What follows belongs to an exercise in optimizing a design on an open flow for a short achievable clock period and few clock cycles per item; a production flow would make more cautious choices.
Where RTL was checked, it was by simulation tests only, not by an equivalence proof against the original.
Power and IR drop assume default switching activity.

==> flow/design.v <==
module most_rbc (
    input  wire        clk,
    input  wire        rst,
    input  wire        req_valid,
    input  wire        req_op,             
    input  wire [1:0]  req_half,           
    input  wire [31:0] req_frames,         
    input  wire [31:0] req_ring_frames,    
    input  wire [31:0] req_period_frames,  
    input  wire [7:0]  req_width,          
    input  wire        req_endian,         
    input  wire [15:0] req_channels,       
    output reg         rsp_valid,
    output reg         rsp_err,
    output reg         rsp_pe,
    output reg  [31:0] rsp_bufpos,
    output reg  [31:0] rsp_perpos,
    output wire [1:0]  ring_half,
    output wire        ring_rd_en,
    output wire [31:0] ring_rd_addr,
    input  wire [7:0]  ring_rd_data,
    output wire        ring_wr_en,
    output wire [31:0] ring_wr_addr,
    output wire [7:0]  ring_wr_data,
    output wire        unit_rd_en,
    output wire [31:0] unit_rd_addr,
    input  wire [7:0]  unit_rd_data,
    output wire        unit_wr_en,
    output wire [31:0] unit_wr_addr,
    output wire [7:0]  unit_wr_data
);
    reg        h_ok    [0:3];    
    reg [31:0] h_rf    [0:3];    
    reg [31:0] h_pf    [0:3];    
    reg [17:0] h_fbm1  [0:3];    
    reg [1:0]  h_glast [0:3];    
    reg [31:0] h_bp    [0:3];    
    reg [31:0] h_pp    [0:3];    
    reg [31:0] h_bpb   [0:3];    
    reg        h_bpl   [0:3];    
    reg        h_ppl   [0:3];    
    reg        rst_q;
    reg        busy;
    reg        q_valid;
    reg        q_op;
    reg [1:0]  q_half;
    reg [31:0] q_n;
    reg [31:0] q_rf;
    reg [31:0] q_pf;
    reg [7:0]  q_width;
    reg        q_endian;
    reg [15:0] q_ch;
    reg        p_valid;
    reg [1:0]  p_half;
    reg        p_ok;
    reg [1:0]  p_wsel;       
    reg [15:0] p_chm1;       
    reg [16:0] p_ch2;        
    reg        active;       
    reg        dir_tx;
    reg [1:0]  c_half;
    reg [1:0]  rhalf;        
    reg [31:0] ra;           
    reg [31:0] ua;           
    reg [31:0] pa;           
    reg [17:0] bcnt;         
    reg        frame_last;   
    reg [31:0] bp;           
    reg        bp_last;      
    reg [31:0] pp;           
    reg        pp_last;      
    reg        pe_acc;       
    reg [31:0] fl;           
    reg        fl_last;      
    reg [1:0]  k;            
    reg [31:0] c_rfm2, c_pfm2;
    reg        c_rf1, c_pf1;
    reg [17:0] c_fbm1;
    reg        c_fb1;
    reg [1:0]  c_glast;
    reg [2:0]  c_gstep;      
    reg        s1_valid, s1_last;
    reg [31:0] s1_addr;
    reg        s2_last;
    reg        ring_rd_en_q, unit_rd_en_q;
    reg        ring_wr_en_q, unit_wr_en_q;
    reg [31:0] wa;
    reg [7:0]  ring_data_q, unit_data_q;
    assign ring_half    = rhalf;
    assign ring_rd_en   = ring_rd_en_q;
    assign ring_rd_addr = ra;
    assign unit_rd_en   = unit_rd_en_q;
    assign unit_rd_addr = ua;
    assign ring_wr_en   = ring_wr_en_q;
    assign ring_wr_addr = wa;
    assign ring_wr_data = unit_data_q;
    assign unit_wr_en   = unit_wr_en_q;
    assign unit_wr_addr = wa;
    assign unit_wr_data = ring_data_q;
    reg        prep_ok;
    reg [1:0]  prep_glast;
    reg [1:0]  prep_wsel;
    always @(*) begin
        prep_ok    = 1'b1;
        prep_glast = 2'd0;
        prep_wsel  = 2'd0;
        case (q_width)
            8'd8:  begin prep_glast = 2'd0; prep_wsel = 2'd0; end
            8'd16: begin prep_glast = 2'd1; prep_wsel = 2'd1; end
            8'd24: begin prep_glast = 2'd2; prep_wsel = 2'd2; end
            8'd32: begin prep_glast = 2'd3; prep_wsel = 2'd3; end
            default: prep_ok = 1'b0;
        endcase
        if (q_endian)
            prep_glast = 2'd0;
        if (q_ch == 16'd0 || q_rf == 32'd0 || q_pf == 32'd0)
            prep_ok = 1'b0;
    end
    reg [17:0] p_fbm1;
    always @(*) begin
        case (p_wsel)
            2'd0:    p_fbm1 = {2'd0, p_chm1};
            2'd1:    p_fbm1 = {1'b0, p_chm1, 1'b1};
            2'd2:    p_fbm1 = {1'b0, p_ch2} + {2'd0, p_chm1};
            default: p_fbm1 = {p_chm1, 2'b11};
        endcase
    end
    wire [3:0] gt_rf, gt_pf;
    genvar gi;
    generate
        for (gi = 0; gi < 4; gi = gi + 1) begin : g_cmp
            assign gt_rf[gi] = q_n > h_rf[gi];
            assign gt_pf[gi] = q_n > h_pf[gi];
        end
    endgenerate
    wire copy_refused = !h_ok[q_half] || gt_rf[q_half] || gt_pf[q_half];
    wire copy_zero    = q_n == 32'd0;
    wire copy_go      = q_valid && q_op && !copy_refused && !copy_zero;
    wire prep_go      = q_valid && !q_op;
    wire rsp_now      = (q_valid && q_op && !copy_go) || p_valid || s2_last;
    wire byte_last = frame_last && fl_last;
    wire wrap      = frame_last && bp_last;    
    wire grp_last  = k == c_glast;
    always @(posedge clk) begin
        if (rst) begin
            busy         <= 1'b0;
            q_valid      <= 1'b0;
            p_valid      <= 1'b0;
            active       <= 1'b0;
            s1_valid     <= 1'b0;
            s1_last      <= 1'b0;
            s2_last      <= 1'b0;
            ring_rd_en_q <= 1'b0;
            unit_rd_en_q <= 1'b0;
            ring_wr_en_q <= 1'b0;
            unit_wr_en_q <= 1'b0;
            rsp_valid    <= 1'b0;
        end else begin
            q_valid   <= req_valid && !busy;
            p_valid   <= q_valid && !q_op;
            if (req_valid && !busy)
                busy <= 1'b1;
            if (rsp_now)
                busy <= 1'b0;
            rsp_valid <= rsp_now;
            if (copy_go) begin
                active       <= 1'b1;
                ring_rd_en_q <= q_half[0];
                unit_rd_en_q <= !q_half[0];
            end else if (active && byte_last) begin
                active       <= 1'b0;
                ring_rd_en_q <= 1'b0;
                unit_rd_en_q <= 1'b0;
            end
            s1_valid     <= active;
            s1_last      <= active && byte_last;
            ring_wr_en_q <= s1_valid && !dir_tx;
            unit_wr_en_q <= s1_valid && dir_tx;
            s2_last      <= s1_last;
        end
    end
    integer i;
    always @(posedge clk) begin
        rst_q <= rst;
        if (rst_q) begin
            for (i = 0; i < 4; i = i + 1) begin
                h_ok[i] <= 1'b0;
                h_bp[i] <= 32'd0;
                h_pp[i] <= 32'd0;
            end
        end else begin
            if (prep_go) begin
                h_ok[q_half] <= prep_ok;
                h_bp[q_half] <= 32'd0;
                h_pp[q_half] <= 32'd0;
            end
            if (s1_last) begin
                h_bp[c_half] <= bp;
                h_pp[c_half] <= pp;
            end
        end
    end
    always @(posedge clk) begin
        q_op     <= req_op;
        q_half   <= req_half;
        q_n      <= req_frames;
        q_rf     <= req_ring_frames;
        q_pf     <= req_period_frames;
        q_width  <= req_width;
        q_endian <= req_endian;
        q_ch     <= req_channels;
        p_half  <= q_half;
        p_ok    <= prep_ok;
        p_wsel  <= prep_wsel;
        p_chm1  <= q_ch - 16'd1;
        p_ch2   <= {q_ch, 1'b0};
        if (prep_go) begin
            h_rf[q_half]    <= q_rf;
            h_pf[q_half]    <= q_pf;
            h_glast[q_half] <= prep_glast;
            h_bpb[q_half]   <= 32'd0;
            h_bpl[q_half]   <= q_rf == 32'd1;
            h_ppl[q_half]   <= q_pf == 32'd1;
        end
        if (p_valid)
            h_fbm1[p_half]  <= p_fbm1;
        if (s1_last) begin
            h_bpb[c_half] <= ra;
            h_bpl[c_half] <= bp_last;
            h_ppl[c_half] <= pp_last;
        end
        rsp_err    <= s2_last ? 1'b0 : p_valid ? !p_ok : copy_refused;
        rsp_pe     <= s2_last && pe_acc;
        rsp_bufpos <= s2_last ? bp : p_valid ? 32'd0 : h_bp[q_half];
        rsp_perpos <= s2_last ? pp : p_valid ? 32'd0 : h_pp[q_half];
        rhalf <= (q_valid && q_op) ? q_half : c_half;
        if (active) begin
            ua <= ua + 32'd1;
            ra <= wrap ? 32'd0 : ra + 32'd1;
            if (!grp_last)
                pa <= pa - 32'd1;
            else if (wrap && !dir_tx)
                pa <= {30'd0, c_glast};
            else
                pa <= pa + {29'd0, c_gstep};
        end else begin
            ua <= 32'd0;
            ra <= h_bpb[q_half];
            pa <= (q_half[0] ? 32'd0 : h_bpb[q_half]) + {30'd0, h_glast[q_half]};
        end
        if (q_valid) begin
            dir_tx     <= q_half[0];
            c_half     <= q_half;
            bcnt       <= h_fbm1[q_half];
            frame_last <= h_fbm1[q_half] == 18'd0;
            bp         <= h_bp[q_half];
            bp_last    <= h_bpl[q_half];
            pp         <= h_pp[q_half];
            pp_last    <= h_ppl[q_half];
            pe_acc     <= 1'b0;
            fl         <= q_n;
            fl_last    <= q_n == 32'd1;
            k          <= 2'd0;
            c_rfm2     <= h_rf[q_half] - 32'd2;
            c_pfm2     <= h_pf[q_half] - 32'd2;
            c_rf1      <= h_rf[q_half] == 32'd1;
            c_pf1      <= h_pf[q_half] == 32'd1;
            c_fbm1     <= h_fbm1[q_half];
            c_fb1      <= h_fbm1[q_half] == 18'd0;
            c_glast    <= h_glast[q_half];
            c_gstep    <= {h_glast[q_half], 1'b1};
        end else if (active) begin
            k <= grp_last ? 2'd0 : k + 2'd1;
            if (frame_last) begin
                bcnt       <= c_fbm1;
                frame_last <= c_fb1;
                bp         <= bp_last ? 32'd0 : bp + 32'd1;
                bp_last    <= bp_last ? c_rf1 : (bp == c_rfm2);
                pp         <= pp_last ? 32'd0 : pp + 32'd1;
                pp_last    <= pp_last ? c_pf1 : (pp == c_pfm2);
                if (pp_last)
                    pe_acc <= 1'b1;
                fl         <= fl - 32'd1;
                fl_last    <= fl == 32'd2;
            end else begin
                bcnt       <= bcnt - 18'd1;
                frame_last <= bcnt == 18'd1;
            end
        end
        s1_addr     <= pa;
        wa          <= s1_addr;
        ring_data_q <= ring_rd_data;
        unit_data_q <= unit_rd_data;
    end
endmodule
clock: 10.0 ns
lec_check: 0
cap_margin: 20
core_margin: 2
core_utilization: 70
cts_cluster_diameter: 60
cts_cluster_size: 20
slew_margin: 20
standard.sh (not shown) runs the stock make flow with config.mk's settings and CLKGATE_MAP_FILE= SYNTH_SCRIPT=/design/flow/synth_recipe.tcl, a recipe that flattens the netlist after the stock synthesis.
==> flow/flow/run.sh <==
#!/bin/bash
# Standard layout with three changes to how it is made (SDC unchanged):
# timing repair keeps a setup margin beyond the design's, cell sizing may
# change a cell's footprint, and ports are buffered with buf_4 cells.
# Full make output goes to standard.log here.
set -uo pipefail
bash standard.sh SETUP_SLACK_MARGIN=7.0 MATCH_CELL_FOOTPRINT=0 \
  "BUFFER_PORTS_ARGS=-buffer_cell sky130_fd_sc_hd__buf_4" finish > standard.log 2>&1
Edit:
--- a/flow/design.v
+++ b/flow/design.v
@@ -37,6 +37,7 @@
     reg [31:0] h_bp    [0:3];    
     reg [31:0] h_pp    [0:3];    
     reg [31:0] h_bpb   [0:3];    
+    reg [31:0] h_pab   [0:1];    
     reg        h_bpl   [0:3];    
     reg        h_ppl   [0:3];    
     reg        rst_q;
@@ -53,9 +54,12 @@
     reg        p_valid;
     reg [1:0]  p_half;
     reg        p_ok;
+    reg [1:0]  p_glast;
     reg [1:0]  p_wsel;       
     reg [15:0] p_chm1;       
     reg [16:0] p_ch2;        
+    reg [31:0] p_rf, p_pf;
+    reg        p_rf1, p_pf1;
     reg        active;       
     reg        dir_tx;
     reg [1:0]  c_half;
@@ -136,7 +140,6 @@
     wire copy_refused = !h_ok[q_half] || gt_rf[q_half] || gt_pf[q_half];
     wire copy_zero    = q_n == 32'd0;
     wire copy_go      = q_valid && q_op && !copy_refused && !copy_zero;
-    wire prep_go      = q_valid && !q_op;
     wire rsp_now      = (q_valid && q_op && !copy_go) || p_valid || s2_last;
     wire byte_last = frame_last && fl_last;
     wire wrap      = frame_last && bp_last;    
@@ -189,10 +192,10 @@
                 h_pp[i] <= 32'd0;
             end
         end else begin
-            if (prep_go) begin
-                h_ok[q_half] <= prep_ok;
-                h_bp[q_half] <= 32'd0;
-                h_pp[q_half] <= 32'd0;
+            if (p_valid) begin
+                h_ok[p_half] <= p_ok;
+                h_bp[p_half] <= 32'd0;
+                h_pp[p_half] <= 32'd0;
             end
             if (s1_last) begin
                 h_bp[c_half] <= bp;
@@ -211,21 +214,29 @@
         q_ch     <= req_channels;
         p_half  <= q_half;
         p_ok    <= prep_ok;
+        p_glast <= prep_glast;
         p_wsel  <= prep_wsel;
         p_chm1  <= q_ch - 16'd1;
         p_ch2   <= {q_ch, 1'b0};
-        if (prep_go) begin
-            h_rf[q_half]    <= q_rf;
-            h_pf[q_half]    <= q_pf;
-            h_glast[q_half] <= prep_glast;
-            h_bpb[q_half]   <= 32'd0;
-            h_bpl[q_half]   <= q_rf == 32'd1;
-            h_ppl[q_half]   <= q_pf == 32'd1;
-        end
-        if (p_valid)
+        p_rf    <= q_rf;
+        p_pf    <= q_pf;
+        p_rf1   <= q_rf == 32'd1;
+        p_pf1   <= q_pf == 32'd1;
+        if (p_valid) begin
+            h_rf[p_half]    <= p_rf;
+            h_pf[p_half]    <= p_pf;
             h_fbm1[p_half]  <= p_fbm1;
+            h_glast[p_half] <= p_glast;
+            h_bpb[p_half]   <= 32'd0;
+            if (!p_half[0])
+                h_pab[p_half[1]] <= {30'd0, p_glast};
+            h_bpl[p_half]   <= p_rf1;
+            h_ppl[p_half]   <= p_pf1;
+        end
         if (s1_last) begin
             h_bpb[c_half] <= ra;
+            if (!dir_tx)
+                h_pab[c_half[1]] <= pa;
             h_bpl[c_half] <= bp_last;
             h_ppl[c_half] <= pp_last;
         end
@@ -246,7 +257,7 @@
         end else begin
             ua <= 32'd0;
             ra <= h_bpb[q_half];
-            pa <= (q_half[0] ? 32'd0 : h_bpb[q_half]) + {30'd0, h_glast[q_half]};
+            pa <= q_half[0] ? {30'd0, h_glast[q_half]} : h_pab[q_half[1]];
         end
         if (q_valid) begin
             dir_tx     <= q_half[0];
Result:
- combinational power shrinks by about 6%
- worst setup slack improves by 0.078 ns
- cell count grows by about 2%
- cell area grows by 4.5%
- power grows by 6.1%
- sequential power grows by about 8%
- area after synthesis grows by 4.5%
- routed wire length stays flat
- sequential share of layout area grows by 2.1 points
- die area grows by about 4.5%
- sequential cell count grows by 132
- worst hold slack improves by 0.020 ns
- utilization grows by 0.27 points
- global-route usage shrinks by 1.7 points
Testbench counts after the change, summed over its fixed seeds: cycles 1,583,080, bytes 1,567,162.
For the first run of this note, only the layout was checked, not whether the RTL still works.

==> separate check: timing with driven ports <==
In the flow no input, the clock included, has a driving cell. The finished layouts below were timed again as built, in two steps. Step 1, drivers: a clkbuf_16 drives clk and a buf_2 each remaining input, both assumed. Step 2 moves the port delays by t, midway between the first and last clock arrival at a register: inputs arrive t later, outputs are due t later. That takes back most of the time a late clock gives input paths. a / b / c = ideal / step 1 / step 2; a / b = the first two.
run	t, ns	setup slack, ns	worst hold slack (ns)
the first run	0.780	6.689 / 6.683 / 6.689	0.309 / 0.309 / 0.309
the second run	0.798	6.767 / 6.687 / 6.902	0.329 / 0.329 / 0.329
After both steps every run listed still meets setup and hold.
